What follows belongs to an exercise in optimizing a design on an open flow for small area; a production flow would make more cautious choices. Function was checked by simulation only, so behaviour that the tests miss may differ from the original.

raven:
==> module hlm_seq, before the edit <==
module hlm_seq (
    input  wire        clk,
    input  wire        rst,
    input  wire        cmd_valid,
    output wire        cmd_ready,
    input  wire [2:0]  cmd_len,
    input  wire [31:0] cmd_w0,
    input  wire [31:0] cmd_w1,
    input  wire [31:0] cmd_w2,
    input  wire [31:0] cmd_w3,
    input  wire [31:0] cmd_w4,
    output reg         rsp_valid,
    output wire [31:0] rsp_status,
    output wire [31:0] rsp_info,
    output wire [31:0] rsp_res,
    output reg         bus_req,
    output wire        bus_we,
    output wire [11:0] bus_addr,
    output wire [31:0] bus_wdata,
    input  wire        bus_ack,
    input  wire [31:0] bus_rdata,
    input  wire        bus_err,
    output wire        acc_we,
    output wire [15:0] acc_wdata,
    output wire        data_we,
    output wire [15:0] data_wdata,
    input  wire [15:0] acc_rdata,
    input  wire [15:0] data_rdata,
    input  wire        mii_busy
);
    reg         st_int;      
    reg         st_mdio;     
    reg  [2:0]  step;        
    reg         wr;          
    reg  [31:0] res_q;       
    reg  [11:0] addr_q;      
    reg         vfail_q;     
    reg         ioerr_q;     
    assign cmd_ready  = !(bus_req | st_int | st_mdio);
    wire [3:0] info   = {4{vfail_q}} & addr_q[3:0];
    assign rsp_status = {29'd0, ioerr_q, 1'b0, vfail_q};
    assign rsp_info   = {28'd0, info[3:1], info[0] | ioerr_q};
    assign rsp_res    = res_q;
    assign bus_we     = wr;
    assign bus_addr   = addr_q;
    assign bus_wdata  = res_q;
    wire [4:0] code  = cmd_w0[4:0];
    wire known  = !(|cmd_w0[31:5]) &&
                  (code[4:1] == 4'b0100 || code[4:2] == 3'b100);
    wire is_reg = !code[4];
    wire is_c45 = code[1];
    wire [2:0] want_len = (is_reg ? 3'd2 : is_c45 ? 3'd4 : 3'd3) + {2'd0, code[0]};
    wire len_ok  = (cmd_len == want_len);
    wire w1_hi   = |cmd_w1[31:12];
    wire w1_ge32 = w1_hi | (|cmd_w1[11:5]);
    wire w2_ge32 = |cmd_w2[31:5];
    wire w3_big  = |cmd_w3[31:16];
    wire w4_big  = |cmd_w4[31:16];
    wire ok1     = known && len_ok;
    wire mdio_ok = ok1 && !is_reg;
    wire f_w0    = !known;
    wire f_len   = known && !len_ok;
    wire f_w1    = ok1 && (is_reg ? w1_hi : w1_ge32);
    wire f_w2    = mdio_ok && !w1_ge32 && w2_ge32;
    wire m_ok2   = mdio_ok && !w1_ge32 && !w2_ge32;
    wire f_w3    = m_ok2 && w3_big && (is_c45 || code[0]);
    wire f_w4    = m_ok2 && is_c45 && code[0] && !w3_big && w4_big;
    wire m_pass  = m_ok2 && !f_w3 && !f_w4;
    wire v_fail  = f_w0 || f_len || f_w1 || f_w2 || f_w3 || f_w4;
    wire [3:0] v_info = f_w0  ? 4'd7 :
                        f_len ? 4'd8 :
                        f_w1  ? (is_reg ? 4'd1 : 4'd2) :
                        f_w2  ? (is_c45 ? 4'd4 : 4'd3) :
                        f_w3  ? (is_c45 ? 4'd5 : 4'd6) :
                        f_w4  ? 4'd6 : 4'd0;
    wire is_mii = (cmd_w1[11:0] == 12'h120) || (cmd_w1[11:0] == 12'h124);
    wire acc      = cmd_valid && cmd_ready;
    wire bus_done = bus_req && bus_ack;
    wire m_idle   = st_mdio && !mii_busy;
    wire s_done   = step[2] && !step[0];
    wire m_done   = m_idle && s_done;
    wire launch   = m_idle && !s_done;
    wire s_w0  = acc && f_w0;
    wire s_len = acc && f_len;
    wire s_w1  = acc && f_w1;
    wire s_w2  = acc && (f_w2 || (ok1 && is_reg && !w1_hi));
    wire s_w3  = acc && (f_w3 || m_pass);
    wire s_w4l = acc && m_pass;
    wire s_w4  = acc && f_w4;
    wire s_bus = bus_done && (bus_err || !wr);
    wire s_d   = !wr && ((st_int && addr_q[2]) || m_done);
    wire s_a   = !wr && st_int && !addr_q[2];
    wire s_hld = !(acc || st_int || bus_done || m_done);
    always @(posedge clk) begin
        res_q <= ({32{s_w0}} & cmd_w0) |
                 ({32{s_len}} & {29'd0, cmd_len}) |
                 ({32{s_w1}} & cmd_w1) |
                 ({32{s_w2}} & cmd_w2) |
                 ({32{s_w3}} & cmd_w3) |
                 ({32{s_w4l}} & {cmd_w4[15:0], 16'd0}) |
                 ({32{s_w4}} & cmd_w4) |
                 ({32{s_bus}} & bus_rdata) |
                 ({32{s_d}} & {16'd0, data_rdata}) |
                 ({32{s_a}} & {16'd0, acc_rdata}) |
                 ({32{s_hld}} & res_q);
    end
    always @(posedge clk) begin
        if (acc)
            addr_q <= {cmd_w1[11:10], is_reg ? cmd_w1[9:5] : cmd_w2[4:0],
                       cmd_w1[4], v_fail ? v_info : cmd_w1[3:0]};
    end
    wire [4:0]  phy   = addr_q[4:0];
    wire [4:0]  regad = addr_q[9:5];
    wire        last  = step[0] && (step[1] || step[2]);
    wire [4:0]  t_reg = step[2] ? regad : (step[0] ? 5'h0E : 5'h0D);
    wire [15:0] t_acc = {phy, t_reg, 4'd0, !last | wr, 1'b1};
    wire int_acc  = st_int && wr && !addr_q[2];
    wire int_data = st_int && wr && addr_q[2];
    wire d_lo  = st_int || (launch && step[0] && !(step[1:0] == 2'd3));
    wire d_hi  = launch && (step[1:0] == 2'd3);
    wire d_dev = launch && !step[0];
    assign acc_we     = int_acc || launch;
    assign data_we    = int_data || launch;
    assign acc_wdata  = ({16{st_int}} & res_q[15:0]) | ({16{launch}} & t_acc);
    assign data_wdata = ({16{d_lo}} & res_q[15:0]) | ({16{d_hi}} & res_q[31:16]) |
                        ({16{d_dev}} & {1'b0, step[1], 9'd0, regad});
    always @(posedge clk) begin
        vfail_q <= acc && v_fail;
        ioerr_q <= bus_done && bus_err;
    end
    always @(posedge clk) begin
        if (rst) begin
            st_int    <= 1'b0;
            st_mdio   <= 1'b0;
            bus_req   <= 1'b0;
            rsp_valid <= 1'b0;
        end else begin
            rsp_valid <= 1'b0;
            if (acc) begin
                wr      <= code[0];
                step    <= is_c45 ? 3'd0 : 3'd5;
                if (v_fail)
                    rsp_valid <= 1'b1;
                else if (!is_reg)
                    st_mdio <= 1'b1;
                else if (is_mii)
                    st_int <= 1'b1;
                else
                    bus_req <= 1'b1;
            end
            if (st_int) begin
                st_int    <= 1'b0;
                rsp_valid <= 1'b1;
            end
            if (bus_done) begin
                bus_req   <= 1'b0;
                rsp_valid <= 1'b1;
            end
            if (m_idle) begin
                if (s_done) begin
                    st_mdio   <= 1'b0;
                    rsp_valid <= 1'b1;
                end else begin
                    step <= step + 3'd1;
                end
            end
        end
    end
endmodule
==> flow/config.mk <==
export PLATFORM = sky130hd
export DESIGN_NAME = hlm_top
export DESIGN_NICKNAME = hlm_top
export VERILOG_FILES = /design/flow/design.v
export SDC_FILE = /design/flow/constraint.sdc
export NUM_CORES = 4
export LEC_CHECK = 0
export CAP_MARGIN = 20
export CORE_MARGIN = 2
export CORE_UTILIZATION = 30
export SLEW_MARGIN = 20
==> flow/constraint.sdc <==
create_clock -name core_clock -period 6.0 [get_ports {clk}]
set_input_delay 1.2000 -clock core_clock [delete_from_list [all_inputs] [get_ports {clk}]]
set_output_delay 1.2000 -clock core_clock [all_outputs]
set_load 0.01 [all_outputs]
standard.sh (not shown) runs the stock make flow with config.mk's settings and CLKGATE_MAP_FILE= SYNTH_SCRIPT=/design/flow/synth_recipe.tcl, a recipe that flattens the netlist after the stock synthesis.
==> flow/flow/run.sh <==
#!/bin/bash
# The standard layout with these changes:
#  - synthesis maps with an area-oriented ABC script (flow/abc_area.script);
#    everything else in synthesis is ORFS's and the standard flow's own script, so the
#    registers are the standard synthesis's
#  - port buffers are buf_1 (every port still gets one)
#  - the clock tree uses clkbuf_8 and no dummy loads
#  - constant outputs share the single tie cell synthesis makes
# Each tool's full output goes to a log in this folder (and ORFS's own logs
# under orfs/logs).
set -euo pipefail
HERE=$(pwd)
export BUFFER_PORTS_ARGS="-buffer_cell sky130_fd_sc_hd__buf_1"
export CTS_ARGS="-sink_clustering_enable -repair_clock_nets -buf_list sky130_fd_sc_hd__clkbuf_8 -dont_use_dummy_load"
export SKIP_REPAIR_TIE_FANOUT=1
rm -rf scripts_area
cp -r "$FLOW_HOME/scripts" scripts_area
cp flow/abc_area.script scripts_area/abc_speed.script
bash standard.sh SCRIPTS_DIR="$HERE/scripts_area" synth > synth_make.log 2>&1
bash standard.sh > standard_make.log 2>&1
==> flow/flow/abc_area.script <==
&get -n
&st
&deepsyn -T 60
&dch -f
&nf -p -F 10 -A 10 -C 32 -R 1000
&put
Setup changes, raven to garnet
diff --git a/flow/design.v b/flow/design.v
--- a/flow/design.v
+++ b/flow/design.v
@@ -96,16 +96,16 @@
     reg         st_int;      
     reg         st_mdio;     
     reg  [2:0]  step;        
     reg         wr;          
+    reg         c45;         
     reg  [31:0] res_q;       
     reg  [11:0] addr_q;      
-    reg         vfail_q;     
+    reg  [3:0]  info_q;      
     reg         ioerr_q;     
     assign cmd_ready  = !(bus_req | st_int | st_mdio);
-    wire [3:0] info   = {4{vfail_q}} & addr_q[3:0];
-    assign rsp_status = {29'd0, ioerr_q, 1'b0, vfail_q};
-    assign rsp_info   = {28'd0, info[3:1], info[0] | ioerr_q};
+    assign rsp_status = {29'd0, ioerr_q, 1'b0, |info_q};
+    assign rsp_info   = {28'd0, info_q[3:1], info_q[0] | ioerr_q};
     assign rsp_res    = res_q;
     assign bus_we     = wr;
     assign bus_addr   = addr_q;
     assign bus_wdata  = res_q;
@@ -141,11 +141,10 @@
     wire is_mii = (cmd_w1[11:0] == 12'h120) || (cmd_w1[11:0] == 12'h124);
     wire acc      = cmd_valid && cmd_ready;
     wire bus_done = bus_req && bus_ack;
     wire m_idle   = st_mdio && !mii_busy;
-    wire s_done   = step[2] && !step[0];
-    wire m_done   = m_idle && s_done;
-    wire launch   = m_idle && !s_done;
+    wire m_done   = m_idle && step[2];
+    wire launch   = m_idle && !step[2];
     wire s_w0  = acc && f_w0;
     wire s_len = acc && f_len;
     wire s_w1  = acc && f_w1;
     wire s_w2  = acc && (f_w2 || (ok1 && is_reg && !w1_hi));
@@ -170,28 +169,27 @@
                  ({32{s_hld}} & res_q);
     end
     always @(posedge clk) begin
         if (acc)
-            addr_q <= {cmd_w1[11:10], is_reg ? cmd_w1[9:5] : cmd_w2[4:0],
-                       cmd_w1[4], v_fail ? v_info : cmd_w1[3:0]};
+            addr_q <= {cmd_w1[11:10], is_reg ? cmd_w1[9:5] : cmd_w2[4:0], cmd_w1[4:0]};
     end
     wire [4:0]  phy   = addr_q[4:0];
     wire [4:0]  regad = addr_q[9:5];
-    wire        last  = step[0] && (step[1] || step[2]);
-    wire [4:0]  t_reg = step[2] ? regad : (step[0] ? 5'h0E : 5'h0D);
+    wire        last  = (step[1:0] == 2'd3);
+    wire [4:0]  t_reg = (last && !c45) ? regad : (step[0] ? 5'h0E : 5'h0D);
     wire [15:0] t_acc = {phy, t_reg, 4'd0, !last | wr, 1'b1};
     wire int_acc  = st_int && wr && !addr_q[2];
     wire int_data = st_int && wr && addr_q[2];
-    wire d_lo  = st_int || (launch && step[0] && !(step[1:0] == 2'd3));
-    wire d_hi  = launch && (step[1:0] == 2'd3);
+    wire d_lo  = st_int || (launch && step[0] && !(last && c45));
+    wire d_hi  = launch && last && c45;
     wire d_dev = launch && !step[0];
     assign acc_we     = int_acc || launch;
     assign data_we    = int_data || launch;
     assign acc_wdata  = ({16{st_int}} & res_q[15:0]) | ({16{launch}} & t_acc);
     assign data_wdata = ({16{d_lo}} & res_q[15:0]) | ({16{d_hi}} & res_q[31:16]) |
                         ({16{d_dev}} & {1'b0, step[1], 9'd0, regad});
     always @(posedge clk) begin
-        vfail_q <= acc && v_fail;
+        info_q  <= {4{acc}} & v_info;
         ioerr_q <= bus_done && bus_err;
     end
     always @(posedge clk) begin
         if (rst) begin
@@ -202,9 +200,10 @@
         end else begin
             rsp_valid <= 1'b0;
             if (acc) begin
                 wr      <= code[0];
-                step    <= is_c45 ? 3'd0 : 3'd5;
+                c45     <= is_c45;
+                step    <= is_c45 ? 3'd0 : 3'd3;
                 if (v_fail)
                     rsp_valid <= 1'b1;
                 else if (!is_reg)
                     st_mdio <= 1'b1;
@@ -221,9 +220,9 @@
                 bus_req   <= 1'b0;
                 rsp_valid <= 1'b1;
             end
             if (m_idle) begin
-                if (s_done) begin
+                if (step[2]) begin
                     st_mdio   <= 1'b0;
                     rsp_valid <= 1'b1;
                 end else begin
                     step <= step + 3'd1;
### Flow results
- Against raven, sum of routed wire length over all layers in garnet came out worse.
- | post-synthesis area per instance | garnet vs raven | about 3.4% higher |
- There was hardly any difference in post-synthesis mux area share between raven and garnet.
- raven has a lower combined area of all synthesized cells than garnet.
- NOTE: compound-gate portion of the synthesized area in garnet exceeds that of raven

-- static timing again, ports no longer ideal --
Ports are ideal in the flow. The routed layouts listed here were re-timed in OpenROAD. Step 1 sets driving cells, clkbuf_16 on the clock port and buf_2 on the other inputs (assumed; they add their load-dependent delay and slew). Step 2 times the ports against the registers' clock, not the clock port: input delays grow and output delays shrink by t, the midpoint of the rising clock arrivals with the driver on. Slacks: no drivers / after step 1 / after step 2; pairs: no drivers / after step 1.
run	t (ns)	setup slack, ns	hold slack, ns	worst setup path at the end
raven	0.424	1.216 / 1.192 / 0.767	0.467 / 0.467 / 0.467	input to register
garnet	0.419	1.470 / 1.489 / 1.070	0.471 / 0.471 / 0.471	input to register
After both steps setup and hold are still met in every run listed. For raven, which loses most, drivers alone change the setup slack by -0.024 ns; drivers and shift together by -0.449 ns.
